Source: an optimization exercise on an open RTL-to-GDS flow (aim: small area, a short achievable clock period and few clock cycles). Production flows keep margins and buffers that such runs may drop. RTL that was checked went through simulation tests only; none was proved equivalent to the original. Function not checked in runs 6 to 8: the RTL went through the layout flow alone. Power figures rest on the tool's default switching activity, not on a simulated workload.

===== flow/run.sh =====
#!/bin/bash
# Layout flow: the standard ORFS flow (standard.sh), with extra ORFS settings passed
# to make:
#  - the port buffers that buffer_ports puts on every input and output are
#    sky130_fd_sc_hd__buf_1 instead of the cell it picks by default (clkdlybuf4s50_1);
#  - if flow/abc.script exists, Yosys's ABC technology mapping uses it in place of ORFS's
#    abc_speed.script: ORFS's scripts folder is copied here (scripts_local/) with only that
#    file replaced. Synthesis is otherwise ORFS's and the standard flow's own (synth_recipe.tcl);
#    ABC maps only combinational logic, so the registers are the standard synthesis's;
#  - any further make settings listed one per line in flow/extra.txt.
# make's full output goes to flow_make.log here; each ORFS step keeps its own log under
# orfs/logs/.
set -euo pipefail
EXTRA=(
  "BUFFER_PORTS_ARGS=-buffer_cell sky130_fd_sc_hd__buf_1"
)
if [[ -f flow/abc.script ]]; then
  rm -rf scripts_local
  cp -r "$FLOW_HOME/scripts" scripts_local
  cp flow/abc.script scripts_local/abc_speed.script
  EXTRA+=("SCRIPTS_DIR=$PWD/scripts_local")
fi
if [[ -f flow/extra.txt ]]; then
  while IFS= read -r line; do
    [[ -n "$line" ]] && EXTRA+=("$line")
  done < flow/extra.txt
fi
bash standard.sh "${EXTRA[@]}" finish > flow_make.log 2>&1

===== standard.sh =====
#!/bin/bash
# synth_recipe.tcl (not shown) runs the flow's synth.tcl, then flattens the netlist and writes it again
# the make line also repeats each setting of config.mk as NAME=value (left out here)
make -C /OpenROAD-flow-scripts/flow DESIGN_CONFIG=/design/flow/config.mk WORK_HOME=/design/flow/orfs CLKGATE_MAP_FILE= SYNTH_SCRIPT=/design/flow/synth_recipe.tcl "${@:-finish}"

===== constraint.sdc =====
create_clock -name core_clock -period 6.0 [get_ports {clk}]
set_input_delay 1.2000 -clock core_clock [delete_from_list [all_inputs] [get_ports {clk}]]
set_output_delay 1.2000 -clock core_clock [all_outputs]
set_load 0.01 [all_outputs]

===== config.mk =====
export PLATFORM = sky130hd
export DESIGN_NAME = css_descramble
export DESIGN_NICKNAME = css_descramble
export VERILOG_FILES = /design/flow/design.v
export SDC_FILE = /design/flow/constraint.sdc
export NUM_CORES = 4
export LEC_CHECK = 0
export CAP_MARGIN = 20
export CORE_MARGIN = 2
export CORE_UTILIZATION = 40
export PLACE_DENSITY = 0.6
export SETUP_SLACK_MARGIN = 3.4
export SLEW_MARGIN = 20

===== flow/abc.script =====
strash
dch -f
map -a
topo

===== design.v =====
module css_t1 (
    input  wire [7:0] a,
    output wire [7:0] t1
);
    wire a01 = a[0] & a[1];
    wire u   = a01 ^ a[3];
    wire v   = (a[4] & a[5]) ^ a[6];
    wire w   = a01 ^ a[2];
    wire z   = (a[4] | a[5]) ^ a[7];
    assign t1[0] = ~u;
    assign t1[1] = ~v;
    assign t1[2] = a[5] ^ (u | v);
    assign t1[3] = a[1] ^ (u | v);
    assign t1[4] = ~w;
    assign t1[5] = ~z;
    assign t1[6] = a[0] ^ (w | z);
    assign t1[7] = a[4] ^ (w & z);
endmodule
module css_descramble (
    input  wire        clk,
    input  wire        rst,          
    input  wire        in_valid,
    output wire        in_ready,
    input  wire [31:0] in_data,
    input  wire [39:0] in_key,       
    input  wire [7:0]  in_cmi,
    output wire        out_valid,
    input  wire        out_ready,
    output wire [31:0] out_data
);
    reg  [31:0] obuf;
    reg         ov;
    reg  [8:0]  wcnt;           
    reg         gate;           
    reg  [31:0] o1w;            
    reg  [39:0] ssum;           
    reg         carry;
    reg  [7:0]  o0c;            
    reg  [2:0]  o0f;            
    function [7:0] rev8(input [7:0] b);
        integer k;
        begin
            for (k = 0; k < 8; k = k + 1) rev8[k] = b[7-k];
        end
    endfunction
    function [7:0] t2(input [7:0] i);
        t2 = i ^ (i >> 3) ^ (i >> 6);
    endfunction
    function [7:0] t3(input [2:0] i);
        t3 = (i[0] ? 8'h24 : 8'h00) ^ (i[1] ? 8'h49 : 8'h00) ^ (i[2] ? 8'h92 : 8'h00);
    endfunction
    function [31:0] lfsr1_word(input [31:0] w);
        reg [8:0] lo;
        reg [7:0] hi, o;
        integer k;
        begin
            hi = {w[8], w[23:17]};
            lo = {w[16], w[31:24]};
            for (k = 0; k < 4; k = k + 1) begin
                o  = t2(hi) ^ t3(lo[2:0]);
                hi = lo[8:1];
                lo = {lo[0], o};
                lfsr1_word[8*k +: 8] = o;
            end
        end
    endfunction
    function [10:0] o0_of(input [23:0] x);
        reg [24:0] l;
        reg [7:0]  k;
        begin
            l = {x[23:3], 1'b1, x[2:0]};
            k = l[24:17] ^ l[21:14] ^ l[20:13] ^ {l[12:8], 3'd0};
            o0_of = {k ^ {5'd0, k[7:5]}, k[2:0] ^ l[7:5]};
        end
    endfunction
    wire take = in_valid && in_ready;
    wire [7:0] b0 = in_data[7:0], b1 = in_data[15:8];
    wire [31:0] o1n = o1w;
    wire [7:0]  a0  = rev8({o0c[7:3], o0f});
    wire [7:0]  a1  = rev8(o0c);
    wire [8:0]  sn0 = {1'b0, a0} + {1'b0, ~rev8(o1n[7:0])};
    wire [8:0]  sn1 = {1'b0, a1} + {1'b0, ~rev8(o1n[15:8])};
    wire [8:0]  sn2 = {1'b0, a1} + {1'b0, ~rev8(o1n[23:16])};
    wire [8:0]  sn3 = {1'b0, a1} + {1'b0, ~rev8(o1n[31:24])};
    wire        pn0 = &sn0[7:0];
    wire        pn1 = &sn1[7:0];
    wire        pn2 = &sn2[7:0];
    wire        pn3 = &sn3[7:0];
    wire [3:0] bc;              
    wire [31:0] ks;
    wire [3:0] bg = {ssum[38], ssum[28], ssum[18], ssum[8]};    
    wire [3:0] bp = {ssum[39], ssum[29], ssum[19], ssum[9]};    
    assign bc[0] = carry;
    assign bc[1] = bg[0] | (bp[0] & carry);
    assign bc[2] = bg[1] | (bp[1] & bg[0]) | (bp[1] & bp[0] & carry);
    assign bc[3] = bg[2] | (bp[2] & bg[1]) | (bp[2] & bp[1] & bg[0]) | (bp[2] & bp[1] & bp[0] & carry);
    wire carry_next = bg[3] | (bp[3] & bc[3]);
    genvar j;
    generate
        for (j = 0; j < 4; j = j + 1) begin : g_ks
            wire [7:0] sj = ssum[10*j +: 8];
            assign ks[8*j +: 8] = sj ^ ({sj[6:0] & {sj[5:0], 1'b1} & {sj[4:0], 2'b11} & {sj[3:0], 3'b111}
                                         & {sj[2:0], 4'hF} & {sj[1:0], 5'h1F} & {sj[0], 6'h3F}, 1'b1}
                                        & {8{bc[j]}});
        end
    endgenerate
    wire [31:0] t1w;
    css_t1 u_t10 (.a(in_data[7:0]),   .t1(t1w[7:0]));
    css_t1 u_t11 (.a(in_data[15:8]),  .t1(t1w[15:8]));
    css_t1 u_t12 (.a(in_data[23:16]), .t1(t1w[23:16]));
    css_t1 u_t13 (.a(in_data[31:24]), .t1(t1w[31:24]));
    wire scr = gate && wcnt[8:5] != 4'd0;      
    always @(posedge clk) begin
        if (rst) begin
            ov   <= 1'b0;
            wcnt <= 9'd0;
        end else begin
            if (take) begin
                ov   <= 1'b1;
                wcnt <= wcnt + 9'd1;
            end else if (out_ready) begin
                ov   <= 1'b0;
            end
        end
        if (take) begin
            obuf <= scr ? (t1w ^ ks) : in_data;
            if (wcnt == 9'd5)
                gate <= b0[5:4] != 2'b00;
            if (wcnt == 9'd21) begin
                gate  <= gate && in_cmi[7] && in_key != 40'd0;
                o1w   <= {in_key[7:0] ^ b0, in_key[14:8] ^ b1[6:0], 1'b1, 7'd0, in_key[15] ^ b1[7], in_data[23:16]};
                o0c   <= in_data[31:24];
                carry <= 1'b0;
            end
            if (wcnt == 9'd22)
                {o0c, o0f} <= o0_of(in_key[39:16] ^ {b0, o0c, o1w[7:0]});
            if (wcnt >= 9'd30)
                o1w  <= lfsr1_word(o1w);
            if (wcnt >= 9'd31)
                ssum <= {pn3, sn3, pn2, sn2, pn1, sn1, pn0, sn0};
            if (wcnt == 9'd31)
                o0f <= o0c[2:0];
            if (wcnt[8:5] != 4'd0)
                carry <= carry_next;
        end
    end
    assign in_ready  = out_ready;
    assign out_valid = ov;
    assign out_data  = obuf;
endmodule

==> flow_metrics.py, run 1 <==
metrics = {
    "status": {
        "status": "no timing/DRC/antenna violations",
    },
    "final_layout": {
        "area_delta_synth_final_pct": 23.2,
        "nets": 1138,
        "final_cell_mix": "xor2_1 (118), edfxtp_1 (117), nand2_1 (107), buf_1 (106), clkinv_1 (101)",
        "layout.cells.non_filler": 1294,
        "drive_gt1_share_pct": 11.5,
        "antennaDiodeCount": 0,
        "mostFrequentLayoutCell": "xor2_1",
        "final_design_area_no_fill_um2": 10100,
    },
    "timing": {
        "fin_crit_sh_pct": 44.0,
        "fin_setup_tns_ps": 0,
        "rsz0062_at_grt": "yes",
        "maxSlewHeadroom_pct": 58.8,
        "fin_skew_ps": 7.12,
        "finalSetupViolCount": 0,
        "fmax_mhz": 379,
        "drv_slew": 0,
        "worst_pin_slew_ps": 619,
        "hold_viol": 0,
        "period_needed_ps": 2640,
    },
    "clock_tree": {
        "clock_latency_ps": 420,
        "numCtsBuffers": 17,
        "htree_levels": 4,
        "cts_tree": "built",
        "clkSlewWorstSetupHoldPaths_ps": 60,
        "cts.sinks": 127,
        "cts_root_buf": "clkbuf_16",
        "clock_path_buffers": 2,
    },
    "critical_path": {
        "crit_fanout": 4,
        "worstSetupPathType": "reg2reg",
        "required_ps": 6160,
        "cp_data_arrival_time_ps": 2810,
        "crit_path_cell_trace": "xnor2_2 > xor2_2 > xor2_2 > xor2_2 > xor2_2 > xor2_2 > inv_2 > a21oi_1 > o21a_1 > a31oi_1",
        "cpMostUsedCell": "xor2_2",
        "critPathMaxStageDelay_ps": 450,
        "rr_startpoint": "o1w[8]",
        "startpoint": "o1w[8]",
        "startpoint_type": "register",
        "crit_path_top_delay_cell": "edfxtp_1",
        "worst_r2r_path_depth": 10,
        "end_kind": "register",
    },
    "placement": {
        "dpl_cell_area_um2": 8960,
        "gp_congestion": 0.850,
        "place.port_buffers": 110,
        "dp.cells": 1232,
        "hpwl_um": 15700,
    },
    "logic_synthesis": {
        "netlist_area_um2": 8160,
        "yosysUniqueCellTypes": 27,
        "synth_xor_xnor_area_share_pct": 20.9,
        "synth_warnings": 1,
        "synthMuxAreaShare_pct": 0.138,
        "postSynthCellCount": 851,
        "synth_top_family_by_area": "XOR/XNOR gates",
        "synth_nets": 978,
        "yosys.area_share.simple_pct": 13.1,
        "synthAdderAreaFrac_pct": 6.96,
        "ys_ff_latch": 127,
        "seq_area_frac_synth_pct": 45.5,
        "syn_area_per_cell_um2": 9.58,
        "synth_compound_area_share_pct": 8.34,
    },
    "floorplanning": {
        "dieWidth_um": 147,
        "die_h_um": 147,
        "num_rows": 52,
        "core-area_um2": 20100,
        "start_util_pct": 40.6,
        "dieArea_um2": 21600,
        "io_pins": 118,
    },
    "drt": {
        "drt_iter0_drc": 481,
        "drc": 0,
        "wl_per_cell_um": 16.5,
        "vias": 6373,
        "ant_nets": 0,
        "drtPass1Iterations": 5,
        "vias_per_cell": 4.93,
        "routed_wl_um": 21400,
    },
    "power": {
        "power.leakage_nw": 3.69,
        "peakVddDrop_v": 0.000177,
        "p_total_mw": 2.21,
        "p_per_area_nw_per_um2": 220,
    },
    "min_path": {
        "whs_path_depth": 2,
        "min_from": "ov",
        "holdCritPathClass": "reg2reg",
    },
    "grt": {
        "gr-total-overflow": 0,
        "first_global_vias": 6039,
        "grt_pass1_wl_um": 32100,
        "track_usage_pct": 19.8,
        "grt_max_degree": 49,
        "antenna_found_initial": 0,
    },
    "run": {
        "cap_viol_max_count": 0,
    },
}
## cell families (layout without fill, tap and decap cells)
family | Yosys count | in the layout
muxes | 1 | 1
xor gates and xnor gates | 195 | 195
and+or+nand+nor | 250 | 251
DFF | 127 | 127
adders and majority gates | 43 | 43
buffers and inverters | 107 | 278
AOI/OAI and AO/OA | 128 | 129
## final cells by class
class	count	area (um^2)
Multi-Input combinational cell	619	4350
Timing Repair Buffer	140	672
Fill cell	1849	10100
Clock buffer	26	479
Clock inverter	6	86.3
Inverter	106	417
Tap cell	270	338
Sequential cell	127	3710
## Yosys cell counts
master      n  area [um^2]
fa_1        4         80.1
a211oi_1    2         15.0
o22ai_1     1         6.26
nand3_1    11         55.1
a21oi_1    48          240
nor2_1     81          304
mux2_2      1         11.3
nand4_1    13         81.3
xnor2_1    61          534
clkinv_1  106          398
o21bai_1    7         52.6
nor3b_1     1         7.51
dfxtp_1    10          200
or2_2       3         18.8
nand2_1   108          405
edfxtp_1  117         3510
ha_1       39          488
and3_2      4         30.0
o221ai_1    1         8.76
o21ai_0    61          305
buf_4       1         7.51
nor3_1     14         70.1
and2_2      3         22.5
o21a_1      2         15.0
nor4_1     12         75.1
a31oi_1     6         37.5
xor2_1    134         1170
## worst max-delay path: cells and delay by family, from the launching register on
family                 cells  cell delay, ps
XOR/XNOR                   6            1580
flip-flops                 1             450
AO/OA/AOI/OAI              3             280
buffers and inverters      1              70
## power breakdown
| group | internal (mW) | leakage, nW | total, mW | switching, mW |
|---|---|---|---|---|
| sequential | 0.976 | 1.15 | 0.980 | 0.00378 |
| clock | 0.632 | 0.262 | 1.01 | 0.375 |
| combinational | 0.0930 | 2.28 | 0.227 | 0.134 |
| total | 1.70 | 3.69 | 2.21 | 0.513 |
## state kept, by name, indices dropped and copies added (netlist names)
signal and count:
obuf 32, carry 1, gate 1, ssum 40
o1w 32, ov 1, wcnt 9, o0f 3
o0c 8
## per-stage QoR
stage	hold WS [ps]	util [%]	setup WS, ps
final	459	50.0	3360
after floorplan	477	-	3340
after global placement	447	44.5	2810
after global routing	511	50.0	3260
after CTS	463	49.0	3320
after detailed placement	454	44.5	2770
## path summary, 6_finish.rpt
path | slack [ps] | to
setup / recovery | 3360 | o1w[25]
hold reg to reg | 460 | ov
hold / removal | 460 | ov
setup reg to reg | 3360 | o1w[25]
## metal layers
metal  GRT usage, %  part of all wire (%)  vias up
met3           4.60                   7.7       28
met2           32.0                    47      220
met1           26.5                    43     2956
met4           6.55                   2.0        0
met5              0                     0        -
li1               -                     -     3169
## repair_timing
| item | in CTS | in global routing |
|---|---|---|
| setup buffers | 17 | 11 |
| pin swaps | 9 | 21 |
| hold buffers | 0 | 0 |
| endpoints found under the setup margin | 90 | 71 |
| cloned | 1 | 1 |
| resized for setup | 28 | 35 |
Testbench counts, summed over its fixed seeds: cycles 32,776.
==> run 2, diff against run 1 <==
removed: flow/abc.script
==> flow_metrics.py, run 2 <==
metrics = {
    "power": {
        "p_per_area_nw_per_um2": 224,
        "power.leakage_nw": 3.73,
        "peakVddDrop_v": 0.000163,
    },
    "critical_path": {
        "startpoint": "out_ready",
        "critPathTopFamily": "buffers and inverters",
        "cp_data_arrival_time_ps": 1410,
        "worstSetupPathType": "in2out",
        "crit_path_cell_trace": "buf_8 > buf_6",
        "required_ps": 4800,
        "crit_path_top_delay_cell": "buf_6",
        "startpoint_type": "input pin",
        "critPathMaxStageDelay_ps": 110,
        "critPathBufInv": 2,
        "crit_fanout": 3,
        "end_kind": "output port",
        "rr_startpoint": "o0c[7]",
    },
    "timing": {
        "finalSetupViolCount": 0,
        "hold_viol": 0,
        "worst_pin_slew_ps": 916,
        "finalWorstSetupSlack_ps": 3390,
        "fin_setup_tns_ps": 0,
        "fmax_mhz": 383,
        "rsz0062_at_grt": "yes",
        "fin_skew_ps": 5.82,
        "drv_slew": 0,
        "fin_crit_sh_pct": 43.5,
        "period_needed_ps": 2610,
        "maxSlewHeadroom_pct": 38.9,
    },
    "logic_synthesis": {
        "synth_top_cell_by_area": "edfxtp_1",
        "synth_edf_count": 117,
        "synth_common_cells": "xnor2_1 (157), edfxtp_1 (117), nand2_1 (75)",
        "ys_ff_latch": 127,
        "synth_area_leaders": "edfxtp_1 (41%), xnor2_1 (16%), ha_1 (5.7%), xor2_1 (4.0%), o21ai_0 (3.3%)",
        "seq_area_frac_synth_pct": 43.1,
        "postSynthCellCount": 861,
        "synth_warnings": 1,
        "syn_area_per_cell_um2": 10.0,
        "yosysUniqueCellTypes": 55,
        "netlist_area_um2": 8610,
        "synth_top_area_share_pct": 40.8,
        "synthFlopType": "edfxtp_1",
        "yosysMostFrequentCell": "xnor2_1",
        "synth_nets": 988,
        "synthArstFlopShare_pct": 0,
    },
    "final_layout": {
        "postLayoutCoreUtil_pct": 48.0,
        "nets": 1105,
        "reg.largest.list": "ssum (40), o1w (32), obuf (32)",
        "fillers": 1983,
        "area_delta_synth_final_pct": 17.7,
        "antennaDiodeCount": 0,
        "final_cell_mix": "xnor2_1 (154), edfxtp_1 (117), buf_1 (104), nand2_1 (73), nor2_1 (71)",
        "layout.cells.non_filler": 1266,
        "multi_input_area_um2": 4700,
        "top_register": "ssum",
        "largest_register_ffs": 40,
        "final_design_area_no_fill_um2": 10100,
        "mostFrequentLayoutCell": "xnor2_1",
        "regArea_um2": 3710,
        "drive_gt1_share_pct": 8.07,
    },
    "floorplanning": {
        "dieWidth_um": 151,
        "dieArea_um2": 22700,
        "num_rows": 53,
        "die_h_um": 151,
        "core-area_um2": 21100,
        "start_util_pct": 40.8,
        "io_pins": 118,
    },
    "grt": {
        "first_global_vias": 6083,
        "gr-total-overflow": 0,
        "grt_pass1_wl_um": 34300,
        "antenna_found_initial": 0,
        "track_usage_pct": 20.4,
        "grt_max_degree": 59,
    },
    "placement": {
        "dp.cells": 1223,
        "place_ws_ps": 2870,
        "hpwl_um": 17400,
        "dpl_cell_area_um2": 9350,
        "gp_congestion": 0.875,
        "place.port_buffers": 110,
    },
    "drt": {
        "ant_nets": 0,
        "routed_wl_um": 22600,
        "vias_per_cell": 5.14,
        "wl_per_cell_um": 17.8,
        "drc": 0,
        "drt_iter0_drc": 437,
        "vias": 6506,
        "drtPass1Iterations": 5,
    },
    "min_path": {
        "min_from": "ov",
        "holdCritPathClass": "reg2reg",
    },
    "clock_tree": {
        "cts.sinks": 127,
        "clock_path_buffers": 2,
        "numCtsBuffers": 17,
        "cts_tree": "built",
        "cts_root_buf": "clkbuf_16",
        "cts_hold_buf": 0,
        "htree_levels": 4,
        "clkSlewWorstSetupHoldPaths_ps": 60,
        "clock_latency_ps": 420,
    },
    "status": {
        "status": "no timing/DRC/antenna violations",
    },
    "run": {
        "cap_viol_max_count": 0,
    },
}
==> run 2: cell types whose count changed after synthesis, sizes merged, moves of 8 or more <==
cell | previous run | this run
a21o | 0 | 8
nand2 | 108 | 75
xnor2 | 61 | 159
nor2 | 81 | 72
clkbuf | 0 | 23
and3 | 4 | 12
nor3 | 14 | 6
nand2b | 0 | 9
nor2b | 0 | 8
clkinv | 106 | 1
inv | 0 | 53
and4 | 0 | 8
o211ai | 0 | 8
xor2 | 134 | 40
==> run 2: layout make-up <==
| class | count | area share [%] |
|---|---|---|
| Multi-Input combinational cell | 654 | 46.4 |
| Inverter | 54 | 2.05 |
| Tap cell | 275 | 3.40 |
| Sequential cell | 127 | 36.7 |
| Timing Repair Buffer | 124 | 5.67 |
| Clock buffer | 17 | 4.20 |
| Clock inverter | 15 | 1.61 |
==> run 2: what timing repair did <==
item	in CTS	in global routing
gates cloned	1	0
resized for setup	8	20
pin swaps	2	2
setup endpoints to repair	52	46
setup buffers	5	5
==> run 2: kinds of logic after synthesis <==
kind of cell | share of synthesized area (%)
xor gates and xnor gates | 22.0
DFF | 43.1
muxes | 0.349
and+or+nand+nor | 13.6
buffers and inverters | 3.59
AOI/OAI and AO/OA | 10.8
adders and majority gates | 6.60
==> run 2: worst paths after layout <==
| check | to | slack (ps) | cells after the start |
|---|---|---|---|
| worst max-delay path | in_ready | 3390 | 2 |
| worst min-delay path | ov | 470 | 2 |
| worst max register to register | ssum[9] | 3510 | 9 |
| worst min register to register | ov | 470 | 2 |
==> run 2: metrics by stage <==
stage                     total power, mW  hold slack, ps
after floorplan                      1.17             493
after global placement               1.25             460
after detailed placement             1.25             471
after CTS                            2.28             479
after global routing                 2.34             516
final                                2.26             473
==> run 2: routing by layer <==
metal / GRT usage (%) / routed length, um
met5: 0 / 0
met1: 28.4 / 10200
met4: 6.78 / 543
met3: 3.85 / 1440
met2: 32.2 / 10400
==> run 2: report_power, final <==
| part | leakage (nW) | switching [mW] | internal [mW] | total, mW |
|---|---|---|---|---|
| clock network | 0.280 | 0.414 | 0.616 | 1.03 |
| logic | 2.30 | 0.147 | 0.109 | 0.255 |
| registers | 1.15 | 0.00373 | 0.976 | 0.980 |
==> run 3, diff against run 2 <==
--- a/config.mk
+++ b/config.mk
@@ -5,9 +5,9 @@
 export SDC_FILE = /design/flow/constraint.sdc
 export NUM_CORES = 4
 export LEC_CHECK = 0
-export CAP_MARGIN = 20
+export CAP_MARGIN = 0
 export CORE_MARGIN = 2
 export CORE_UTILIZATION = 40
 export PLACE_DENSITY = 0.6
 export SETUP_SLACK_MARGIN = 3.4
-export SLEW_MARGIN = 20
+export SLEW_MARGIN = 0
==> flow_metrics.py, run 3 <==
metrics = {
    "final_layout": {
        "top_register": "ssum",
        "largest_register_ffs": 40,
        "antennaDiodeCount": 0,
        "final_cell_mix": "xnor2_1 (154), edfxtp_1 (117), buf_1 (104), nand2_1 (73), nor2_1 (71)",
        "drive_gt1_share_pct": 7.58,
        "reg.largest.list": "ssum (40), o1w (32), obuf (32)",
        "nets": 1104,
        "mostFrequentLayoutCell": "xnor2_1",
        "area_delta_synth_final_pct": 17.5,
    },
    "logic_synthesis": {
        "synth_warnings": 1,
        "yosysMostFrequentCell": "xnor2_1",
        "synth_common_cells": "xnor2_1 (157), edfxtp_1 (117), nand2_1 (75)",
        "synthAdderAreaFrac_pct": 6.60,
        "synth_top_area_share_pct": 40.8,
        "seq_area_frac_synth_pct": 43.1,
        "synth_top_family_by_area": "XOR/XNOR gates",
        "ys_ff_latch": 127,
        "synth_compound_area_share_pct": 10.8,
        "synthMuxAreaShare_pct": 0.349,
        "syn_area_per_cell_um2": 10.0,
        "postSynthCellCount": 861,
        "synthArstFlopShare_pct": 0,
        "synthFlopType": "edfxtp_1",
        "synth_nets": 988,
        "synth_xor_xnor_area_share_pct": 22.0,
        "yosys.area_share.simple_pct": 13.6,
        "synth_top_cell_by_area": "edfxtp_1",
        "synth_edf_count": 117,
        "yosysUniqueCellTypes": 55,
        "synth_area_leaders": "edfxtp_1 (41%), xnor2_1 (16%), ha_1 (5.7%), xor2_1 (4.0%), o21ai_0 (3.3%)",
        "netlist_area_um2": 8610,
    },
    "grt": {
        "antenna_found_initial": 0,
        "grt_max_degree": 59,
        "grt_util_met1_pct": 28.4,
        "grt_util_met3_pct": 4.70,
        "track_usage_pct": 20.6,
        "grt.busiest_layer": "met2",
        "grt_pass1_wl_um": 34500,
        "first_global_vias": 6111,
        "gr-total-overflow": 0,
        "grt_use_met2_pct": 32.3,
    },
    "timing": {
        "worst_pin_slew_ps": 953,
        "finalSetupViolCount": 0,
        "hold_viol": 0,
        "period_needed_ps": 2610,
        "maxSlewHeadroom_pct": 36.5,
        "rsz0062_at_grt": "yes",
        "fin_crit_sh_pct": 43.5,
        "drv_slew": 0,
        "whs_ps": 472,
        "fin_skew_ps": 7.77,
        "fmax_mhz": 383,
        "finalWorstSetupSlack_ps": 3390,
        "fin_setup_tns_ps": 0,
    },
    "critical_path": {
        "startpoint_type": "input pin",
        "startpoint": "out_ready",
        "crit_path_top_delay_cell": "buf_6",
        "critPathTopFamily": "buffers and inverters",
        "critPathMaxStageDelay_ps": 110,
        "required_ps": 4800,
        "critPathBufInv": 2,
        "cp.depth": 2,
        "worstSetupPathType": "in2out",
        "crit_path_cell_trace": "buf_8 > buf_6",
        "rr_startpoint": "o0c[7]",
        "rrSetupSlack_ps": 3440,
        "cp_data_arrival_time_ps": 1410,
        "r2r-end": "ssum[39]",
        "crit_fanout": 3,
        "end_kind": "output port",
        "worst_r2r_path_depth": 8,
    },
    "drt": {
        "vias": 6600,
        "ant_nets": 0,
        "routed_wl_um": 22900,
        "vias_per_cell": 5.22,
        "wl_per_cell_um": 18.1,
        "drt_iter0_drc": 434,
        "drc": 0,
        "drtPass1Iterations": 4,
    },
    "clock_tree": {
        "cts.sinks": 127,
        "clock_path_buffers": 2,
        "clkSlewWorstSetupHoldPaths_ps": 60,
        "cts_root_buf": "clkbuf_16",
        "cts_tree": "built",
        "clock_latency_ps": 420,
        "numCtsBuffers": 17,
        "cts_hold_buf": 0,
        "htree_levels": 4,
    },
    "min_path": {
        "whs_path_depth": 2,
        "min_from": "ov",
        "holdCritPathClass": "reg2reg",
        "min_to": "ov",
    },
    "floorplanning": {
        "dieArea_um2": 22700,
        "start_util_pct": 40.8,
        "core-area_um2": 21100,
        "die_h_um": 151,
        "dieWidth_um": 151,
        "io_pins": 118,
        "num_rows": 53,
    },
    "power": {
        "peakVddDrop_v": 0.000142,
        "power.leakage_nw": 3.72,
        "p_per_area_nw_per_um2": 226,
        "p_total_mw": 2.29,
    },
    "placement": {
        "place.port_buffers": 110,
        "gp_congestion": 0.875,
        "place_ws_ps": 2880,
        "hpwl_um": 17300,
    },
    "run": {
        "cap_viol_max_count": 0,
    },
    "status": {
        "status": "no timing/DRC/antenna violations",
    },
}
run 3: area by class of cell:
cell class	instances	area [um^2]
fillers	1970	11000
inverters	54	208
repair buffers	122	552
clock inverters	15	170
well taps	275	344
multi-input cells	655	4710
clock buffers	17	425
flip-flops and latches	127	3710
run 3: how the worst max path moves through the flow:
stage | endpoint
after floorplan | obuf[7]
after CTS | in_ready
final | in_ready
after global placement | wcnt[6]
after global routing | ssum[9]
after detailed placement | wcnt[8]
run 3: per-stage QoR:
stage,cell area (um^2),util (%),std cells
floorplan,8640,-,861
global placement,9320,44.2,1222
detailed placement,9320,44.2,1222
CTS,10000,47.5,1261
global route,10100,48.0,1265
finish,10100,48.0,1265
run 3: where the power goes:
part | switching (mW) | internal [mW] | total (mW)
clock network | 0.401 | 0.650 | 1.05
registers | 0.00376 | 0.976 | 0.980
logic | 0.147 | 0.109 | 0.256
total | 0.553 | 1.73 | 2.29
run 3: cell families after synthesis:
| logic type | Yosys count |
|---|---|
| AOI/OAI and AO/OA | 160 |
| adders and majority gates | 43 |
| xor gates and xnor gates | 204 |
| DFF | 127 |
| and+or+nand+nor | 243 |
| muxes | 3 |
| buffers and inverters | 81 |
run 3: timing repair:
item                                    in CTS  in global routing
resized for setup                            8                 19
gates cloned                                 2                  0
endpoints found under the setup margin      92                 28
pin swaps                                    3                  1
setup buffers                                5                  4
run 3: worst register-to-register path: stages (launching register included):
cell	delay [ps]
edfxtp_1	540
ha_1	290
fa_1	410
a21o_1	170
a21oi_1	260
nor2_1	70
o21ai_0	250
a21oi_2	130
and4_1	190
run 3: metal layers:
| metal | part of all wire, % | routed length (um) |
|---|---|---|
| met1 | 46 | 10600 |
| met5 | 0 | 0 |
| met4 | 2.2 | 499 |
| met3 | 5.5 | 1260 |
| met2 | 46 | 10500 |
==> run 4, diff against run 3 <==
==> config.mk (replaced) <==
export PLATFORM = sky130hd
export DESIGN_NAME = css_descramble
export DESIGN_NICKNAME = css_descramble
export VERILOG_FILES = /design/flow/design.v
export SDC_FILE = /design/flow/constraint.sdc
export NUM_CORES = 4
export LEC_CHECK = 0
export CAP_MARGIN = 20
export CORE_MARGIN = 2
export CORE_UTILIZATION = 55
export CTS_BUF_LIST = sky130_fd_sc_hd__clkbuf_8
export PLACE_DENSITY = 0.7
export SETUP_SLACK_MARGIN = 3.4
export SLEW_MARGIN = 20
==> flow_metrics.py, run 4 <==
metrics = {
    "clock_tree": {
        "cts.sinks": 127,
        "clkSlewWorstSetupHoldPaths_ps": 70,
        "cts_root_buf": "clkbuf_8",
        "clock_latency_ps": 460,
        "numCtsBuffers": 17,
        "cts_hold_buf": 0,
        "clock_path_buffers": 2,
        "htree_levels": 4,
        "cts_tree": "built",
    },
    "critical_path": {
        "crit_path_top_delay_cell": "buf_6",
        "required_ps": 4800,
        "cp_data_arrival_time_ps": 1400,
        "crit_path_cell_trace": "buf_6 > buf_6",
        "critPathMaxStageDelay_ps": 110,
        "worstSetupPathType": "in2out",
        "cpMostUsedCell": "buf_6",
        "crit_fanout": 3,
        "startpoint": "out_ready",
        "worst_r2r_path_depth": 8,
        "rrSetupSlack_ps": 3470,
        "r2r-end": "ssum[9]",
        "critPathTopFamily": "buffers and inverters",
        "rr_startpoint": "o0c[7]",
        "critPathBufInv": 2,
        "crit_end": "in_ready",
        "startpoint_type": "input pin",
        "cp.depth": 2,
        "end_kind": "output port",
    },
    "logic_synthesis": {
        "postSynthCellCount": 861,
        "synth_nets": 988,
        "synth_common_cells": "xnor2_1 (157), edfxtp_1 (117), nand2_1 (75)",
        "yosysUniqueCellTypes": 55,
        "synth_area_leaders": "edfxtp_1 (41%), xnor2_1 (16%), ha_1 (5.7%), xor2_1 (4.0%), o21ai_0 (3.3%)",
        "seq_area_frac_synth_pct": 43.1,
        "synthArstFlopShare_pct": 0,
        "synth_warnings": 1,
        "synthFlopType": "edfxtp_1",
        "ys_ff_latch": 127,
        "synth_edf_count": 117,
        "yosysMostFrequentCell": "xnor2_1",
        "netlist_area_um2": 8610,
        "synth_top_cell_by_area": "edfxtp_1",
        "synth_top_area_share_pct": 40.8,
        "syn_area_per_cell_um2": 10.0,
    },
    "final_layout": {
        "nets": 1099,
        "top_register": "ssum",
        "final_cell_mix": "xnor2_1 (154), edfxtp_1 (117), buf_1 (108), nand2_1 (74), nor2_1 (71)",
        "layout.cells.non_filler": 1196,
        "drive_gt1_share_pct": 6.50,
        "mostFrequentLayoutCell": "xnor2_1",
        "largest_register_ffs": 40,
        "reg.largest.list": "ssum (40), o1w (32), obuf (32)",
        "area_delta_synth_final_pct": 14.5,
        "antennaDiodeCount": 0,
        "fillers": 1289,
    },
    "placement": {
        "place_ws_ps": 2860,
        "dp.cells": 1158,
        "gp_congestion": 0.897,
        "place.port_buffers": 110,
        "hpwl_um": 16100,
    },
    "drt": {
        "vias": 6698,
        "drt_iter0_drc": 548,
        "vias_per_cell": 5.60,
        "drc": 0,
        "ant_nets": 0,
        "wl_per_cell_um": 18.1,
        "routed_wl_um": 21600,
        "drtPass1Iterations": 6,
    },
    "timing": {
        "fmax_mhz": 384,
        "hold_viol": 0,
        "rsz0062_at_grt": "yes",
        "maxSlewHeadroom_pct": 40.1,
        "finalSetupViolCount": 0,
        "finalWorstSetupSlack_ps": 3400,
        "fin_setup_tns_ps": 0,
        "period_needed_ps": 2600,
        "fin_crit_sh_pct": 43.4,
        "worst_pin_slew_ps": 899,
        "fin_skew_ps": 13.9,
        "drv_slew": 0,
    },
    "power": {
        "power.leakage_nw": 3.66,
        "peakVddDrop_v": 0.000145,
        "p_per_area_nw_per_um2": 212,
    },
    "floorplanning": {
        "dieArea_um2": 16700,
        "die_h_um": 129,
        "start_util_pct": 56.4,
        "core-area_um2": 15300,
        "num_rows": 45,
        "io_pins": 118,
        "dieWidth_um": 129,
    },
    "status": {
        "status": "no timing/DRC/antenna violations",
    },
    "min_path": {
        "holdCritPathClass": "reg2reg",
    },
    "grt": {
        "grt_max_degree": 59,
        "gr-total-overflow": 0,
        "track_usage_pct": 26.6,
        "antenna_found_initial": 0,
        "grt_pass1_wl_um": 32700,
        "first_global_vias": 5941,
    },
    "run": {
        "cap_viol_max_count": 0,
    },
}
run 4: changes by cell type in the layout (fill, tap and decap cells not counted), sizes merged:
cell,previous run,this run
clkinv,9,5
inv,54,55
clkbuf,21,19
clkinvlp,3,1
bufinv,3,6
nor2,73,72
run 4: timing repair:
item	4_1_cts	5_1_grt
pin swaps	1	1
gates resized for setup	8	11
setup endpoints to repair	78	58
setup buffers	2	3
gates cloned	1	0
run 4: kinds of logic (layout without fill, tap and decap cells):
kind of cell	after synthesis	after routing	synth area share, %
AO/OA/AOI/OAI	160	161	10.8
XOR/XNOR	204	204	22.0
adder cells (fa/ha/maj)	43	43	6.60
buffers and inverters	81	204	3.59
flip-flops	127	127	43.1
multiplexers	3	3	0.349
AND/OR/NAND/NOR	243	243	13.6
run 4: cell type report:
| cell class | count | area (um^2) | share of cell area, % |
|---|---|---|---|
| clock buffers | 19 | 262 | 2.65 |
| clock inverters | 13 | 194 | 1.97 |
| inverters | 54 | 216 | 2.19 |
| multi-input cells | 654 | 4700 | 47.7 |
| flip-flops and latches | 127 | 3710 | 37.7 |
| well taps | 211 | 264 | 2.68 |
| repair buffers | 118 | 513 | 5.20 |
run 4: metal layers:
layer	routed length, um	global-route usage, %	share of wire (%)	up-vias
met1	9580	37.7	44	3168
met3	1500	5.16	6.9	36
met2	9980	41.4	46	256
met4	559	8.89	2.6	0
li1	-	-	-	3238
met5	0	0	0	-
run 4: where the power goes:
part	internal [mW]	switching, mW	leakage (nW)	total, mW
Combinational	0.109	0.142	2.27	0.250
Clock	0.511	0.348	0.238	0.859
Sequential	0.975	0.00399	1.15	0.979
Total	1.59	0.494	3.66	2.09
run 4: how the worst min path moves through the flow:
stage | end | slack [ps] | cells past startpoint | start
2_1_floorplan | ov | 490 | 2 | ov
3_3_place_gp | ov | 460 | 2 | ov
3_5_place_dp | ov | 470 | 2 | ov
4_1_cts | ov | 490 | 2 | ov
5_1_grt | ov | 500 | 2 | ov
6_report | ov | 480 | 2 | ov
run 4: metrics by stage:
step | util (%) | total power, mW | area [um^2] | hold WS, ps
2_1_floorplan | - | 1.17 | 8640 | 493
3_3_place_gp | 60.6 | 1.24 | 9240 | 462
3_5_place_dp | 60.6 | 1.24 | 9240 | 469
4_1_cts | 64.0 | 2.09 | 9770 | 487
5_1_grt | 64.6 | 2.15 | 9860 | 503
6_report | 64.6 | 2.09 | 9860 | 485
run 4: worst register-to-register path, cell delays in order (launching register included):
cell      delay, ps
edfxtp_1        540
buf_4           210
ha_1            200
fa_1            400
a21o_1          170
a21oi_1         280
xnor2_1         130
and3_1          160
and4_1          190
==> run 5, diff against run 4 <==
--- a/config.mk
+++ b/config.mk
@@ -7,8 +7,8 @@
 export LEC_CHECK = 0
 export CAP_MARGIN = 20
 export CORE_MARGIN = 2
-export CORE_UTILIZATION = 55
-export CTS_BUF_LIST = sky130_fd_sc_hd__clkbuf_8
-export PLACE_DENSITY = 0.7
+export CORE_UTILIZATION = 70
+export CTS_BUF_LIST = sky130_fd_sc_hd__clkbuf_4
+export PLACE_DENSITY = 0.85
 export SETUP_SLACK_MARGIN = 3.4
 export SLEW_MARGIN = 20
==> flow_metrics.py, run 5 <==
metrics = {
    "critical_path": {
        "end_kind": "output port",
        "crit_path_cell_trace": "buf_6 > buf_6",
        "startpoint_type": "input pin",
        "crit_path_top_delay_cell": "buf_6",
        "critPathMaxStageDelay_ps": 110,
        "critPathBufInv": 2,
        "required_ps": 4800,
        "crit_fanout": 3,
        "critPathTopFamily": "buffers and inverters",
        "cpMostUsedCell": "buf_6",
        "worstSetupPathType": "in2out",
        "cp_data_arrival_time_ps": 1400,
    },
    "timing": {
        "maxSlewHeadroom_pct": 37.1,
        "rsz0062_at_grt": "yes",
        "fmax_mhz": 384,
        "drv_slew": 0,
        "worst_pin_slew_ps": 943,
        "period_needed_ps": 2600,
        "fin_skew_ps": 17.9,
        "fin_crit_sh_pct": 43.4,
        "hold_viol": 0,
        "finalSetupViolCount": 0,
        "finalWorstSetupSlack_ps": 3400,
        "fin_setup_tns_ps": 0,
    },
    "grt": {
        "first_global_vias": 6446,
        "grt_pass1_wl_um": 32800,
        "track_usage_pct": 33.6,
        "grt_max_degree": 59,
        "gr-total-overflow": 0,
        "antenna_found_initial": 0,
    },
    "clock_tree": {
        "htree_levels": 4,
        "cts_tree": "built",
        "numCtsBuffers": 17,
        "cts_root_buf": "clkbuf_4",
        "cts.sinks": 127,
        "cts_hold_buf": 0,
        "clock_path_buffers": 2,
        "clock_latency_ps": 570,
        "clkSlewWorstSetupHoldPaths_ps": 90,
    },
    "logic_synthesis": {
        "synth_area_leaders": "edfxtp_1 (41%), xnor2_1 (16%), ha_1 (5.7%), xor2_1 (4.0%), o21ai_0 (3.3%)",
        "yosysUniqueCellTypes": 55,
        "yosysMostFrequentCell": "xnor2_1",
        "synthArstFlopShare_pct": 0,
        "postSynthCellCount": 861,
        "synth_nets": 988,
        "synth_top_area_share_pct": 40.8,
        "netlist_area_um2": 8610,
        "synth_warnings": 1,
        "synth_common_cells": "xnor2_1 (157), edfxtp_1 (117), nand2_1 (75)",
        "synthFlopType": "edfxtp_1",
        "synth_top_cell_by_area": "edfxtp_1",
        "ys_ff_latch": 127,
        "syn_area_per_cell_um2": 10.0,
        "synth_edf_count": 117,
        "seq_area_frac_synth_pct": 43.1,
    },
    "final_layout": {
        "final_cell_mix": "xnor2_1 (153), edfxtp_1 (117), buf_1 (108), nand2_1 (74), nor2_1 (71)",
        "reg.largest.list": "ssum (40), o1w (32), obuf (32)",
        "area_delta_synth_final_pct": 10.6,
        "largest_register_ffs": 40,
        "mostFrequentLayoutCell": "xnor2_1",
        "drive_gt1_share_pct": 6.30,
        "nets": 1103,
        "layout.cells.non_filler": 1131,
        "antennaDiodeCount": 0,
        "top_register": "ssum",
    },
    "power": {
        "power.leakage_nw": 3.55,
        "clockPowerShare_pct": 26.9,
        "p_comb_share_pct": 15.0,
        "p_int_mw": 1.24,
        "seq_power_share_pct": 58.1,
        "p_per_area_nw_per_um2": 177,
        "p_switching_mw": 0.439,
        "swShare_pct": 26.1,
        "peakVddDrop_v": 0.000149,
    },
    "drt": {
        "ant_nets": 0,
        "drc": 0,
        "wl_per_cell_um": 19.0,
        "drt_iter0_drc": 685,
        "vias_per_cell": 6.07,
        "drtPass1Iterations": 6,
        "routed_wl_um": 21500,
        "vias": 6863,
    },
    "status": {
        "status": "no timing/DRC/antenna violations",
    },
    "placement": {
        "gp_congestion": 0.951,
        "place.port_buffers": 110,
        "dp.cells": 1093,
        "hpwl_um": 15800,
        "place_ws_ps": 2920,
    },
    "floorplanning": {
        "die_h_um": 115,
        "num_rows": 40,
        "io_pins": 118,
        "dieArea_um2": 13200,
        "core-area_um2": 12000,
        "dieWidth_um": 115,
        "start_util_pct": 71.7,
    },
    "run": {
        "cap_viol_max_count": 0,
    },
    "min_path": {
        "holdCritPathClass": "reg2reg",
    },
}
-- run 5: changes by cell type in the layout (fill, tap and decap cells not counted), moves of 3 or more --
cell       change
buf_4          +4
bufinv_16      -5
clkbuf_4      +21
clkbuf_8      -19
clkinv_1       +5
clkinv_2       -3
inv_1          -3
-- run 5: per-stage QoR --
| stage | total power, mW | instance area (um^2) | utilization, % | hold slack (ps) |
|---|---|---|---|---|
| 3_5_place_dp | 1.24 | 9150 | 76.2 | 483 |
| 5_1_grt | 1.75 | 9530 | 79.3 | 543 |
| 6_report | 1.68 | 9530 | 79.3 | 490 |
| 3_3_place_gp | 1.24 | 9150 | 76.2 | 459 |
| 4_1_cts | 1.68 | 9430 | 78.5 | 498 |
| 2_1_floorplan | 1.17 | 8640 | - | 493 |
-- run 5: cells by family after synthesis --
| kind of cell | Yosys count | share of synthesized area (%) |
|---|---|---|
| simple gates | 243 | 13.6 |
| xor+xnor | 204 | 22.0 |
| compound gates | 160 | 10.8 |
| flops | 127 | 43.1 |
| buf+inv | 81 | 3.59 |
| fa+ha+maj | 43 | 6.60 |
| mux | 3 | 0.349 |
-- run 5: routing by layer --
| layer | GRT usage (%) | vias up | part of all wire, % |
|---|---|---|---|
| li1 | - | 3223 | - |
| met1 | 42.4 | 3190 | 38 |
| met2 | 54.2 | 363 | 47 |
| met3 | 8.80 | 87 | 9.8 |
| met4 | 16.3 | 0 | 4.9 |
| met5 | 0 | - | 0 |
-- run 5: worst reg2reg max path, stage by stage, from the launching register on --
cell	delay [ps]
edfxtp_1	520
xnor2_2	360
xnor3_1	470
xnor2_2	190
xnor2_1	400
xnor2_1	170
o21ai_0	100
-- run 5: worst paths after layout --
check / to / startpoint / depth (start not counted) / slack, ps
max: in_ready / out_ready / 2 / 3400
min: ov / ov / 2 / 490
max reg2reg: o1w[29] / o1w[22] / 6 / 3490
min reg2reg: ov / ov / 2 / 490
-- run 5: repair_timing --
item / in CTS / in global routing
resized for setup: 5 / 14
cloned: 1 / 0
pin swaps: 2 / 0
setup buffers: 7 / 2
hold endpoints to repair: 0 / 0
setup endpoints to repair: 56 / 32
-- run 5: cell type report --
type | instances | area (um^2)
Clock inverter | 6 | 23.8
Clock buffer | 21 | 158
Multi-Input combinational cell | 654 | 4700
Tap cell | 147 | 184
Inverter | 54 | 205
Fill cell | 809 | 2480
Timing Repair Buffer | 122 | 543
Sequential cell | 127 | 3710
-- run 5: power by group through the flow --
stage / Combinational, mW / Sequential (mW) / Clock, mW
6_report: 0.253 / 0.978 / 0.452
5_1_grt: 0.275 / 0.980 / 0.492
4_1_cts: 0.247 / 0.979 / 0.455
3_5_place_dp: 0.245 / 0.999 / 0
3_3_place_gp: 0.237 / 0.998 / 0
2_1_floorplan: 0.169 / 1.00 / 0
==> run 6, diff against run 5 <==
--- a/design.v
+++ b/design.v
@@ -50,18 +50,17 @@
         t3 = (i[0] ? 8'h24 : 8'h00) ^ (i[1] ? 8'h49 : 8'h00) ^ (i[2] ? 8'h92 : 8'h00);
     endfunction
     function [31:0] lfsr1_word(input [31:0] w);
-        reg [8:0] lo;
-        reg [7:0] hi, o;
-        integer k;
+        reg [63:0] st;          
+        integer j, i, q;
         begin
-            hi = {w[8], w[23:17]};
-            lo = {w[16], w[31:24]};
-            for (k = 0; k < 4; k = k + 1) begin
-                o  = t2(hi) ^ t3(lo[2:0]);
-                hi = lo[8:1];
-                lo = {lo[0], o};
-                lfsr1_word[8*k +: 8] = o;
-            end
+            for (j = 0; j < 4; j = j + 1)
+                for (i = 0; i < 8; i = i + 1)
+                    st[8*j + 7 - i] = w[8*j + i];
+            for (q = 32; q < 64; q = q + 1)
+                st[q] = st[q-17] ^ st[q-3];
+            for (j = 0; j < 4; j = j + 1)
+                for (i = 0; i < 8; i = i + 1)
+                    lfsr1_word[8*j + i] = st[32 + 8*j + 7 - i];
         end
     endfunction
     function [10:0] o0_of(input [23:0] x);
==> flow_metrics.py, run 6 <==
metrics = {
    "timing": {
        "fin_crit_sh_pct": 43.4,
        "maxSlewHeadroom_pct": 39.3,
        "fin_skew_ps": 16.8,
        "fin_setup_tns_ps": 0,
        "rsz0062_at_grt": "yes",
        "finalSetupViolCount": 0,
        "period_needed_ps": 2600,
        "hold_viol": 0,
        "drv_slew": 0,
        "fmax_mhz": 384,
        "whs_ps": 486,
        "worst_pin_slew_ps": 910,
    },
    "final_layout": {
        "regArea_um2": 3710,
        "final_cell_mix": "xnor2_1 (151), edfxtp_1 (117), buf_1 (108), nand2_1 (81), nor2_1 (71)",
        "largest_register_ffs": 40,
        "fillers": 789,
        "reg.largest.list": "ssum (40), o1w (32), obuf (32)",
        "area_delta_synth_final_pct": 11.2,
        "mostFrequentLayoutCell": "xnor2_1",
        "postLayoutCoreUtil_pct": 79.7,
        "multi_input_area_um2": 4660,
        "top_register": "ssum",
        "drive_gt1_share_pct": 7.39,
        "nets": 1102,
        "antennaDiodeCount": 0,
    },
    "logic_synthesis": {
        "synth_common_cells": "xnor2_1 (152), edfxtp_1 (117), nand2_1 (82)",
        "synth_xor_xnor_area_share_pct": 22.3,
        "synthMuxAreaShare_pct": 0.365,
        "synth_compound_area_share_pct": 11.3,
        "postSynthCellCount": 858,
        "yosysMostFrequentCell": "xnor2_1",
        "yosysUniqueCellTypes": 57,
        "synth_warnings": 1,
        "synthFlopType": "edfxtp_1",
        "netlist_area_um2": 8570,
        "synth_top_cell_by_area": "edfxtp_1",
        "synth_area_leaders": "edfxtp_1 (41%), xnor2_1 (16%), ha_1 (5.7%), xor2_1 (5.2%), nand2_1 (3.6%)",
        "synth_edf_count": 117,
        "syn_area_per_cell_um2": 9.99,
        "synthArstFlopShare_pct": 0,
        "ys_ff_latch": 127,
        "seq_area_frac_synth_pct": 43.3,
        "synth_nets": 985,
        "synthAdderAreaFrac_pct": 6.63,
        "yosys.area_share.simple_pct": 12.8,
        "synth_top_family_by_area": "XOR/XNOR gates",
        "synth_top_area_share_pct": 41.0,
    },
    "clock_tree": {
        "htree_levels": 4,
        "clkSlewWorstSetupHoldPaths_ps": 100,
        "clock_path_buffers": 2,
        "numCtsBuffers": 17,
        "clock_latency_ps": 560,
        "cts_root_buf": "clkbuf_4",
        "cts_tree": "built",
        "cts.sinks": 127,
    },
    "critical_path": {
        "end_kind": "output port",
        "critPathMaxStageDelay_ps": 110,
        "rr_startpoint": "o1w[23]",
        "cp_data_arrival_time_ps": 1400,
        "worst_r2r_path_depth": 9,
        "required_ps": 4800,
        "r2r-end": "ssum[29]",
        "crit_path_top_delay_cell": "buf_6",
        "cpMostUsedCell": "buf_6",
        "rrSetupSlack_ps": 3520,
        "startpoint_type": "input pin",
        "worstSetupPathType": "in2out",
        "crit_path_cell_trace": "buf_6 > buf_6",
        "crit_fanout": 3,
        "critPathBufInv": 2,
        "critPathTopFamily": "buffers and inverters",
    },
    "min_path": {
        "min_to": "ov",
        "whs_path_depth": 2,
        "holdCritPathClass": "reg2reg",
        "min_from": "ov",
    },
    "grt": {
        "grt_max_degree": 58,
        "gr-total-overflow": 0,
        "grt_pass1_wl_um": 32200,
        "antenna_found_initial": 0,
        "track_usage_pct": 33.0,
        "first_global_vias": 6285,
    },
    "power": {
        "p_int_mw": 1.35,
        "power.leakage_nw": 3.55,
        "clockPowerShare_pct": 32.1,
        "p_per_area_nw_per_um2": 190,
        "seq_power_share_pct": 54.1,
        "peakVddDrop_v": 0.000171,
        "p_comb_share_pct": 13.8,
        "p_switching_mw": 0.458,
        "swShare_pct": 25.3,
    },
    "placement": {
        "hpwl_um": 15600,
        "place.port_buffers": 110,
        "gp_congestion": 1.04,
    },
    "status": {
        "status": "no timing/DRC/antenna violations",
    },
    "drt": {
        "ant_nets": 0,
        "vias_per_cell": 6.01,
        "routed_wl_um": 21200,
        "drt_iter0_drc": 688,
        "drc": 0,
        "wl_per_cell_um": 18.7,
        "drtPass1Iterations": 6,
        "vias": 6817,
    },
    "floorplanning": {
        "dieArea_um2": 13100,
        "dieWidth_um": 115,
        "num_rows": 40,
        "io_pins": 118,
        "die_h_um": 115,
        "start_util_pct": 71.7,
        "core-area_um2": 12000,
    },
    "run": {
        "cap_viol_max_count": 0,
    },
}
run 6: cell types whose count changed after synthesis, moves of 4 or more:
cell,delta
xor2_1,+12
nor3_1,+4
a21oi_1,-11
inv_1,-5
o21ai_0,+4
a21o_1,+5
and3_1,-8
nand2_1,+7
xnor2_1,-5
nor2b_1,-5
run 6: cell families after synthesis:
group,after synthesis
and+or+nand+nor,238
xor gates and xnor gates,211
AOI/OAI and AO/OA,162
DFF,127
buffers and inverters,74
adders and majority gates,43
muxes,3
run 6: power groups by stage:
stage          Clock [mW]  Combinational [mW]  Sequential [mW]
6_report            0.580               0.249            0.979
3_3_place_gp            0               0.236            0.999
2_1_floorplan           0               0.165             1.00
3_5_place_dp            0               0.242            0.999
5_1_grt             0.614               0.271            0.980
4_1_cts             0.577               0.245            0.979
run 6: cell type report:
class                           count  area share [%]
Clock buffer                       23            1.81
Sequential cell                   127            39.0
Clock inverter                      9           0.971
Inverter                           49            1.96
Tap cell                          147            1.93
Timing Repair Buffer              122            5.43
Multi-Input combinational cell    658            48.9
run 6: how the worst max path moves through the flow:
stage                   start       end  slack (ps)  depth (start not counted)
floorplan           out_ready    o1w[0]        3300                          2
global placement    out_ready   wcnt[8]        2980                          8
detailed placement  out_ready   wcnt[8]        2840                          8
CTS                 out_ready   wcnt[8]        3360                          8
global route        out_ready  in_ready        3390                          2
finish              out_ready  in_ready        3400                          2
run 6: stage by stage:
stage / instances / setup slack [ps] / power [mW] / instance area [um^2]
floorplan: 858 / 3300 / 1.17 / 8600
global placement: 1094 / 2980 / 1.23 / 9130
detailed placement: 1094 / 2840 / 1.24 / 9130
CTS: 1128 / 3360 / 1.80 / 9440
global route: 1135 / 3390 / 1.86 / 9530
finish: 1135 / 3400 / 1.81 / 9530
run 6: layer usage:
layer | vias up | global-route usage [%] | share of wire (%)
met5 | - | 0 | 0
met4 | 0 | 13.8 | 3.2
met1 | 3226 | 42.7 | 40
li1 | 3230 | - | -
met2 | 304 | 53.3 | 48
met3 | 57 | 8.26 | 9.5
run 6: what timing repair did:
item	CTS	global route
cloned	0	1
pin swaps	0	2
setup endpoints to repair	97	108
buffers inserted	2	6
endpoints found under the hold margin	0	0
resized for setup	5	11
hold buffers	0	0
==> run 7, diff against run 6 <==
--- a/config.mk
+++ b/config.mk
@@ -8,7 +8,7 @@
 export CAP_MARGIN = 20
 export CORE_MARGIN = 2
 export CORE_UTILIZATION = 70
-export CTS_BUF_LIST = sky130_fd_sc_hd__clkbuf_4
+export CTS_BUF_LIST = sky130_fd_sc_hd__clkbuf_8
 export PLACE_DENSITY = 0.85
 export SETUP_SLACK_MARGIN = 3.4
 export SLEW_MARGIN = 20
==> flow_metrics.py, run 7 <==
metrics = {
    "final_layout": {
        "reg.largest.list": "ssum (40), o1w (32), obuf (32)",
        "drive_gt1_share_pct": 6.79,
        "fillers": 776,
        "top_register": "ssum",
        "antennaDiodeCount": 0,
        "final_cell_mix": "xnor2_1 (150), edfxtp_1 (117), buf_1 (108), nand2_1 (81), nor2_1 (71)",
        "mostFrequentLayoutCell": "xnor2_1",
        "nets": 1101,
        "regArea_um2": 3710,
        "multi_input_area_um2": 4670,
        "largest_register_ffs": 40,
        "area_delta_synth_final_pct": 12.2,
        "layout.cells.non_filler": 1134,
    },
    "logic_synthesis": {
        "synth_xor_xnor_area_share_pct": 22.3,
        "synth_nets": 985,
        "synth_top_family_by_area": "XOR/XNOR gates",
        "synthFlopType": "edfxtp_1",
        "syn_area_per_cell_um2": 9.99,
        "synth_common_cells": "xnor2_1 (152), edfxtp_1 (117), nand2_1 (82)",
        "synth_compound_area_share_pct": 11.3,
        "synthArstFlopShare_pct": 0,
        "yosysUniqueCellTypes": 57,
        "netlist_area_um2": 8570,
        "synth_area_leaders": "edfxtp_1 (41%), xnor2_1 (16%), ha_1 (5.7%), xor2_1 (5.2%), nand2_1 (3.6%)",
        "synth_top_cell_by_area": "edfxtp_1",
        "synthAdderAreaFrac_pct": 6.63,
        "seq_area_frac_synth_pct": 43.3,
        "synth_warnings": 1,
        "synthMuxAreaShare_pct": 0.365,
        "yosys.area_share.simple_pct": 12.8,
        "yosysMostFrequentCell": "xnor2_1",
        "ys_ff_latch": 127,
        "synth_edf_count": 117,
        "synth_top_area_share_pct": 41.0,
        "postSynthCellCount": 858,
    },
    "critical_path": {
        "crit_path_cell_trace": "buf_6 > buf_6",
        "crit_path_top_delay_cell": "buf_6",
        "rr_startpoint": "carry",
        "cp_data_arrival_time_ps": 1410,
        "startpoint": "out_ready",
        "crit_fanout": 3,
        "worstSetupPathType": "in2out",
        "end_kind": "output port",
        "cpMostUsedCell": "buf_6",
        "critPathMaxStageDelay_ps": 110,
        "critPathTopFamily": "buffers and inverters",
        "required_ps": 4800,
        "critPathBufInv": 2,
        "startpoint_type": "input pin",
    },
    "clock_tree": {
        "clkSlewWorstSetupHoldPaths_ps": 70,
        "cts.sinks": 127,
        "cts_tree": "built",
        "clock_path_buffers": 2,
        "cts_root_buf": "clkbuf_8",
        "clock_latency_ps": 460,
        "cts_hold_buf": 0,
        "numCtsBuffers": 17,
        "htree_levels": 4,
    },
    "grt": {
        "grt_pass1_wl_um": 32600,
        "first_global_vias": 6391,
        "antenna_found_initial": 0,
        "track_usage_pct": 33.6,
        "grt_max_degree": 58,
        "gr-total-overflow": 0,
    },
    "floorplanning": {
        "die_h_um": 115,
        "num_rows": 40,
        "start_util_pct": 71.7,
        "io_pins": 118,
        "core-area_um2": 12000,
        "dieWidth_um": 115,
        "dieArea_um2": 13100,
    },
    "power": {
        "p_per_area_nw_per_um2": 199,
        "p_total_mw": 1.91,
        "peakVddDrop_v": 0.000161,
        "power.leakage_nw": 3.59,
    },
    "drt": {
        "vias_per_cell": 6.01,
        "drt_iter0_drc": 671,
        "vias": 6817,
        "drtPass1Iterations": 7,
        "routed_wl_um": 21500,
        "ant_nets": 0,
        "drc": 0,
        "wl_per_cell_um": 19.0,
    },
    "timing": {
        "fin_setup_tns_ps": 0,
        "fin_skew_ps": 8.85,
        "fin_crit_sh_pct": 43.5,
        "period_needed_ps": 2610,
        "finalSetupViolCount": 0,
        "fmax_mhz": 383,
        "maxSlewHeadroom_pct": 33.6,
        "worst_pin_slew_ps": 996,
        "rsz0062_at_grt": "yes",
        "drv_slew": 0,
        "hold_viol": 0,
    },
    "placement": {
        "gp_congestion": 1.04,
        "dp.cells": 1094,
        "place.port_buffers": 110,
        "hpwl_um": 15600,
    },
    "min_path": {
        "min_from": "ov",
        "holdCritPathClass": "reg2reg",
    },
    "run": {
        "cap_viol_max_count": 0,
    },
    "status": {
        "status": "no timing/DRC/antenna violations",
    },
}
run 7: cell counts after synthesis:
No cell type changed its count.
run 7: timing repair:
action,CTS,global route
setup endpoints to repair,99,103
pin swaps,0,1
setup buffers,2,5
gates resized for setup,6,10
cloned,0,1
run 7: layout make-up:
cell class	count	area share (%)
Inverter	49	1.97
Multi-Input combinational cell	658	48.6
Sequential cell	127	38.6
Clock buffer	17	2.43
Clock inverter	15	1.20
Timing Repair Buffer	121	5.31
Tap cell	147	1.91
run 7: worst paths after layout:
check              to  slack, ps  cells after the start
min                ov        480                      2
max          in_ready       3390                      2
min reg2reg        ov        480                      2
max reg2reg  obuf[25]       3500                     10
run 7: power breakdown:
part | switching (mW) | internal, mW | total (mW)
Clock | 0.329 | 0.352 | 0.681
Sequential | 0.00388 | 0.976 | 0.980
Combinational | 0.144 | 0.106 | 0.251
Total | 0.477 | 1.43 | 1.91
run 7: per-layer routing:
layer	share of wire, %	vias to the layer above	track usage [%]
met5	0	-	0
met4	3.5	0	15.2
met3	10	63	8.15
met2	48	335	54.2
met1	39	3193	43.0
li1	-	3226	-
run 7: through the flow:
step                util (%)  cell area, um^2  setup slack [ps]  hold WS [ps]
floorplan                  -             8600              3300           493
global placement        76.3             9130              2980           459
detailed placement      76.3             9130              2840           471
CTS                     79.6             9520              3360           482
global route            80.4             9610              3390           485
finish                  80.4             9610              3390           485
run 7: cell families after synthesis:
logic type,count (synthesis)
multiplexers,3
buffers and inverters,74
flip-flops,127
AND/OR/NAND/NOR,238
adder cells (fa/ha/maj),43
XOR/XNOR,211
AO/OA/AOI/OAI,162
==> run 8, diff against run 7 <==
--- a/config.mk
+++ b/config.mk
@@ -7,8 +7,8 @@
 export LEC_CHECK = 0
 export CAP_MARGIN = 20
 export CORE_MARGIN = 2
-export CORE_UTILIZATION = 70
+export CORE_UTILIZATION = 55
 export CTS_BUF_LIST = sky130_fd_sc_hd__clkbuf_8
-export PLACE_DENSITY = 0.85
+export PLACE_DENSITY = 0.7
 export SETUP_SLACK_MARGIN = 3.4
 export SLEW_MARGIN = 20
==> flow_metrics.py, run 8 <==
metrics = {
    "status": {
        "status": "no timing/DRC/antenna violations",
    },
    "placement": {
        "hpwl_um": 16300,
        "gp_congestion": 0.915,
        "place.port_buffers": 110,
    },
    "grt": {
        "track_usage_pct": 27.0,
        "grt_pass1_wl_um": 33200,
        "grt.busiest_layer": "met2",
        "grt_util_met1_pct": 38.4,
        "grt_max_degree": 58,
        "gr-total-overflow": 0,
        "antenna_found_initial": 0,
        "first_global_vias": 6103,
        "grt_use_met2_pct": 41.2,
        "grt_util_met3_pct": 4.99,
    },
    "logic_synthesis": {
        "synthFlopType": "edfxtp_1",
        "yosysMostFrequentCell": "xnor2_1",
        "synthArstFlopShare_pct": 0,
        "synth_xor_xnor_area_share_pct": 22.3,
        "netlist_area_um2": 8570,
        "synth_compound_area_share_pct": 11.3,
        "synthMuxAreaShare_pct": 0.365,
        "synth_warnings": 1,
        "ys_ff_latch": 127,
        "yosys.area_share.simple_pct": 12.8,
        "synth_nets": 985,
        "synth_top_cell_by_area": "edfxtp_1",
        "synth_top_family_by_area": "XOR/XNOR gates",
        "synth_common_cells": "xnor2_1 (152), edfxtp_1 (117), nand2_1 (82)",
        "seq_area_frac_synth_pct": 43.3,
        "postSynthCellCount": 858,
        "synth_area_leaders": "edfxtp_1 (41%), xnor2_1 (16%), ha_1 (5.7%), xor2_1 (5.2%), nand2_1 (3.6%)",
        "synth_edf_count": 117,
        "synth_top_area_share_pct": 41.0,
        "yosysUniqueCellTypes": 57,
        "synthAdderAreaFrac_pct": 6.63,
        "syn_area_per_cell_um2": 9.99,
    },
    "critical_path": {
        "critPathTopFamily": "buffers and inverters",
        "cp.depth": 2,
        "rr_startpoint": "o1w[23]",
        "end_kind": "output port",
        "cp_data_arrival_time_ps": 1410,
        "crit_path_cell_trace": "buf_8 > buf_6",
        "required_ps": 4800,
        "crit_path_top_delay_cell": "buf_6",
        "startpoint": "out_ready",
        "crit_fanout": 3,
        "startpoint_type": "input pin",
        "critPathMaxStageDelay_ps": 110,
        "worstSetupPathType": "in2out",
        "critPathBufInv": 2,
        "worst_r2r_path_depth": 6,
    },
    "final_layout": {
        "postLayoutCoreUtil_pct": 64.0,
        "largest_register_ffs": 40,
        "top_register": "ssum",
        "regArea_um2": 3710,
        "final_cell_mix": "xnor2_1 (151), edfxtp_1 (117), buf_1 (104), nand2_1 (81), nor2_1 (71)",
        "mostFrequentLayoutCell": "xnor2_1",
        "reg.largest.list": "ssum (40), o1w (32), obuf (32)",
        "antennaDiodeCount": 0,
        "drive_gt1_share_pct": 7.21,
        "area_delta_synth_final_pct": 13.4,
        "multi_input_area_um2": 4700,
        "nets": 1100,
        "fillers": 1266,
    },
    "drt": {
        "vias": 6689,
        "ant_nets": 0,
        "drc": 0,
        "vias_per_cell": 5.70,
        "wl_per_cell_um": 18.7,
        "drt_iter0_drc": 617,
        "drtPass1Iterations": 5,
        "routed_wl_um": 21900,
    },
    "timing": {
        "hold_viol": 0,
        "fin_skew_ps": 10.4,
        "worst_pin_slew_ps": 989,
        "period_needed_ps": 2610,
        "finalSetupViolCount": 0,
        "rsz0062_at_grt": "yes",
        "maxSlewHeadroom_pct": 34.1,
        "fmax_mhz": 384,
        "fin_setup_tns_ps": 0,
        "drv_slew": 0,
        "fin_crit_sh_pct": 43.4,
    },
    "clock_tree": {
        "cts_tree": "built",
        "clock_path_buffers": 2,
        "cts.sinks": 127,
        "htree_levels": 4,
        "clock_latency_ps": 460,
        "cts_hold_buf": 0,
        "clkSlewWorstSetupHoldPaths_ps": 70,
        "cts_root_buf": "clkbuf_8",
        "numCtsBuffers": 17,
    },
    "floorplanning": {
        "dieWidth_um": 129,
        "io_pins": 118,
        "num_rows": 45,
        "dieArea_um2": 16600,
        "core-area_um2": 15200,
        "die_h_um": 129,
        "start_util_pct": 56.4,
    },
    "power": {
        "p_switching_mw": 0.485,
        "power.leakage_nw": 3.60,
        "p_int_mw": 1.48,
        "p_per_area_nw_per_um2": 202,
        "swShare_pct": 24.7,
        "peakVddDrop_v": 0.000133,
        "p_comb_share_pct": 12.8,
        "clockPowerShare_pct": 37.2,
        "seq_power_share_pct": 50.0,
    },
    "min_path": {
        "min_from": "ov",
        "holdCritPathClass": "reg2reg",
        "whs_path_depth": 2,
    },
    "run": {
        "cap_viol_max_count": 0,
    },
}
==> run 8: cell counts after synthesis <==
No cell type changed its count.
==> run 8: per-layer routing <==
metal  up-vias  part of all wire, %
met5         -                    0
met4         0                  2.2
met3        35                  7.7
met2       293                   46
met1      3147                   44
li1       3214                    -
==> run 8: final timing paths <==
| kind | end | slack [ps] |
|---|---|---|
| max | in_ready | 3390 |
| min | ov | 500 |
| max reg2reg | o1w[27] | 3450 |
| min reg2reg | ov | 500 |
==> run 8: repair_timing <==
action                                  4_1_cts  5_1_grt
endpoints found under the setup margin       98      105
pin swaps                                     0        3
gates cloned                                  0        1
resized for setup                             6       22
buffers inserted                              2        5
==> run 8: final cells by class <==
type	instances	area share [%]
clock buffer	17	2.41
clock inverter	14	1.40
inverter	49	1.94
multi-input combinational	658	48.4
sequential	127	38.2
tap	188	2.42
timing repair buffer	120	5.26
==> run 8: power groups by stage <==
stage / Sequential, mW / Clock (mW) / Combinational [mW]
final: 0.979 / 0.730 / 0.251
after detailed placement: 0.999 / 0 / 0.243
after CTS: 0.980 / 0.733 / 0.245
after global routing: 0.980 / 0.767 / 0.274
after global placement: 0.999 / 0 / 0.239
after floorplan: 1.00 / 0 / 0.165
==> run 8: tightest hold or removal path, stage by stage, from the launching register on <==
cell	delay, ps
dfxtp_1	320
nand2b_1	80
a21oi_1	60
==> run 8: cells by family after synthesis <==
family,after synthesis
XOR/XNOR,211
AO/OA/AOI/OAI,162
adder cells (fa/ha/maj),43
AND/OR/NAND/NOR,238
flip-flops,127
multiplexers,3
buffers and inverters,74
==> run 8: stage by stage <==
step,hold WS [ps],setup WS [ps],power [mW],area [um^2],std cells
4_1_cts,498,3350,1.96,9590,1167
5_1_grt,510,3340,2.02,9720,1173
3_5_place_dp,487,2810,1.24,9170,1134
3_3_place_gp,464,2920,1.24,9170,1134
6_report,501,3390,1.96,9720,1173
2_1_floorplan,493,3300,1.17,8600,858

[afterwards: timing with drivers on the ports]
No port has a modelled driver above. Below, the same layouts with a new extraction and two added sets of constraints.
Step 1 sets driving cells, clkbuf_16 on the clock port and buf_2 on the other inputs (assumed; they add their load-dependent delay and slew).
Step 2 also shifts input and output timing later by t, the mid clock arrival at the registers, as if the neighbouring blocks saw the same clock.
a / b / c = no drivers / after step 1 / after step 2; a / b = the first two.
run	t (ns)	slack for setup (ns)	worst hold slack (ns)
run 1	0.466	3.359 / 3.349 / 3.037	0.459 / 0.459 / 0.459
run 2	0.466	3.390 / 3.349 / 3.051	0.473 / 0.473 / 0.473
run 3	0.465	3.391 / 3.350 / 3.058	0.472 / 0.472 / 0.472
run 4	0.493	3.397 / 3.366 / 3.020	0.485 / 0.485 / 0.485
run 5	0.591	3.396 / 3.362 / 2.989	0.490 / 0.490 / 0.490
run 6	0.589	3.396 / 3.364 / 2.910	0.486 / 0.486 / 0.486
run 7	0.491	3.392 / 3.344 / 2.947	0.485 / 0.485 / 0.485
run 8	0.492	3.394 / 3.349 / 2.954	0.501 / 0.501 / 0.501
After both steps every run listed still meets setup and hold. The setup slack of run 6, which loses most, moves by -0.032 ns with the drivers and by -0.486 ns with both steps.
